This design comes from an exercise in tuning for small area, a short achievable clock period and few clock cycles per item on the open sky130 flow, not from production work. Only simulation tests tie the RTL to the original design; equivalence was not proved.

==> flow/design.v (excerpt) <==
module cse_pixel (
    input  wire       clk,
    input  wire       rst,
    input  wire       in_valid,
    output wire       in_ready,
    input  wire [2:0] in_op,
    input  wire [7:0] in_a,
    input  wire [7:0] in_b,
    input  wire [7:0] in_c,
    input  wire [7:0] in_k,
    input  wire [7:0] in_shi,
    input  wire [7:0] in_vhi,
    output reg        out_valid,
    input  wire       out_ready,
    output reg  [7:0] out_a,
    output reg  [7:0] out_b,
    output reg  [7:0] out_c,
    output reg  [7:0] out_k
);
    localparam OP_RGB2HSV    = 3'd0;
    localparam OP_HSV2RGB    = 3'd1;
    localparam OP_SV_STRETCH = 3'd2;
    localparam OP_ENH_FWD    = 3'd3;
    localparam OP_ENH_BWD    = 3'd4;
    reg  kv;                     
    reg  rdy;                    
    wire adv = ~kv;              
    assign in_ready = rdy;
    reg       v0;
    reg [2:0] op0;
    reg [7:0] a0, b0, c0, k0, shi0, vhi0;
    always @(posedge clk) begin
        if (adv) begin
            op0 <= in_op; a0 <= in_a; b0 <= in_b; c0 <= in_c;
            k0 <= in_k; shi0 <= in_shi; vhi0 <= in_vhi;
        end
    end
    wire fwd1 = (op0 == OP_ENH_FWD);
    wire hsv1 = (op0 == OP_RGB2HSV) | fwd1;
    wire [7:0] mx1, dl1, hbs1, lbs1, hbu1, lbu1;
    wire [1:0] sel1;
    wire       neg1;
    cse_tohsv u_hsv (
        .a(a0), .b(b0), .c(c0), .fwd(fwd1),
        .mx(mx1), .delta(dl1), .hb_s(hbs1), .lb_s(lbs1), .hb_u(hbu1), .lb_u(lbu1),
        .sel(sel1), .neg(neg1)
    );
    wire [7:0] dsa, hsa, lsa, dsb, hsb, lsb;
    cse_stretch u_sa (.x(b0), .hi((op0 == OP_SV_STRETCH) ? shi0 : 8'd0),
                      .d(dsa), .hb(hsa), .lb(lsa));
    cse_stretch u_sb (.x(c0), .hi((op0 == OP_SV_STRETCH || op0 == OP_ENH_BWD) ? vhi0 : 8'd0),
                      .d(dsb), .hb(hsb), .lb(lsb));
    wire [2:0] i1;
    wire [5:0] fq1;
    cse_torgb_if u_if (.h(a0), .i(i1), .fq(fq1));
    wire [7:0] da1 = hsv1 ? mx1  : dsa;
    wire [7:0] ha1 = hsv1 ? hbs1 : hsa;
    wire [7:0] la1 = hsv1 ? lbs1 : lsa;
    wire [7:0] db1 = hsv1 ? dl1  : dsb;
    wire [7:0] hb1 = hsv1 ? hbu1 : hsb;
    wire [7:0] lb1 = hsv1 ? lbu1 : lsb;
    wire [8:0] x1  = hsv1 ? {6'd0, neg1, sel1} : {i1, fq1};
    wire [7:0] ra1a, ra1b, ra1c, rb1a, rb1b, rb1c;
  ...
==> flow/config.mk <==
export PLATFORM = sky130hd
export DESIGN_NAME = cse_pixel
export DESIGN_NICKNAME = cse_pixel
export VERILOG_FILES = /design/flow/design.v
export SDC_FILE = /design/flow/constraint.sdc
export NUM_CORES = 4
export LEC_CHECK = 0
export ABC_AREA = 1
export CAP_MARGIN = 20
export CORE_MARGIN = 2
export CORE_UTILIZATION = 40
export CTS_BUF_LIST = sky130_fd_sc_hd__clkbuf_4 sky130_fd_sc_hd__clkbuf_8
export CTS_CLUSTER_SIZE = 20
export SLEW_MARGIN = 20
==> flow/constraint.sdc <==
create_clock -name core_clock -period 95.0 [get_ports {clk}]
set_input_delay 19.0000 -clock core_clock [delete_from_list [all_inputs] [get_ports {clk}]]
set_output_delay 19.0000 -clock core_clock [all_outputs]
set_load 0.01 [all_outputs]
run.sh (not shown) runs the stock make flow with config.mk's settings and CLKGATE_MAP_FILE= SYNTH_SCRIPT=/design/flow/synth_recipe.tcl, a recipe that flattens the netlist after the stock synthesis.
Testbench counts at the start, summed over its fixed seeds: cycles 32,040, items 32,000.
==> next run, changes <==
- ABC_AREA: 1 -> default
- CTS_BUF_LIST: sky130_fd_sc_hd__clkbuf_4 sky130_fd_sc_hd__clkbuf_8 -> default
- CTS_CLUSTER_SIZE: 20 -> default
Outcome:
- The changed run went through all stages and came out clean
- global-route usage went down by 1.2 points
- critical path depth does not change
- fmax barely changes
- clock-buffer cell count went down by 28
- cell count went down by 12%
- design area went up by 0.37%
- sequential share of layout area went down by 0.10 points
- register-to-register slack is better by 260 ps
- routed wire length went down by 2.5%

==> re-timing with driven ports <==
The results above use ideal ports. As a check the final layouts listed here were re-extracted and re-timed, cells and wires unchanged.
Step 1 assumes that a clkbuf_16 drives the clock port and a buf_2 every other input.
Step 2 times the ports against the registers' clock, not the clock port: input delays grow and output delays shrink by t, the midpoint of the rising clock arrivals with the driver on.
a / b / c = no drivers / after step 1 / after step 2; a / b = the first two.
run	t (ns)	slack for setup (ns)	clock arrival spread, ns
the first run	0.676	74.480 / 74.424 / 74.543	0.048 / 0.048
the second run	0.627	74.452 / 74.397 / 74.389	0.017 / 0.017
After both steps setup and hold are still met in every run listed. The setup slack of the second run, which loses most, moves by -0.055 ns with the drivers and by -0.063 ns with both steps.
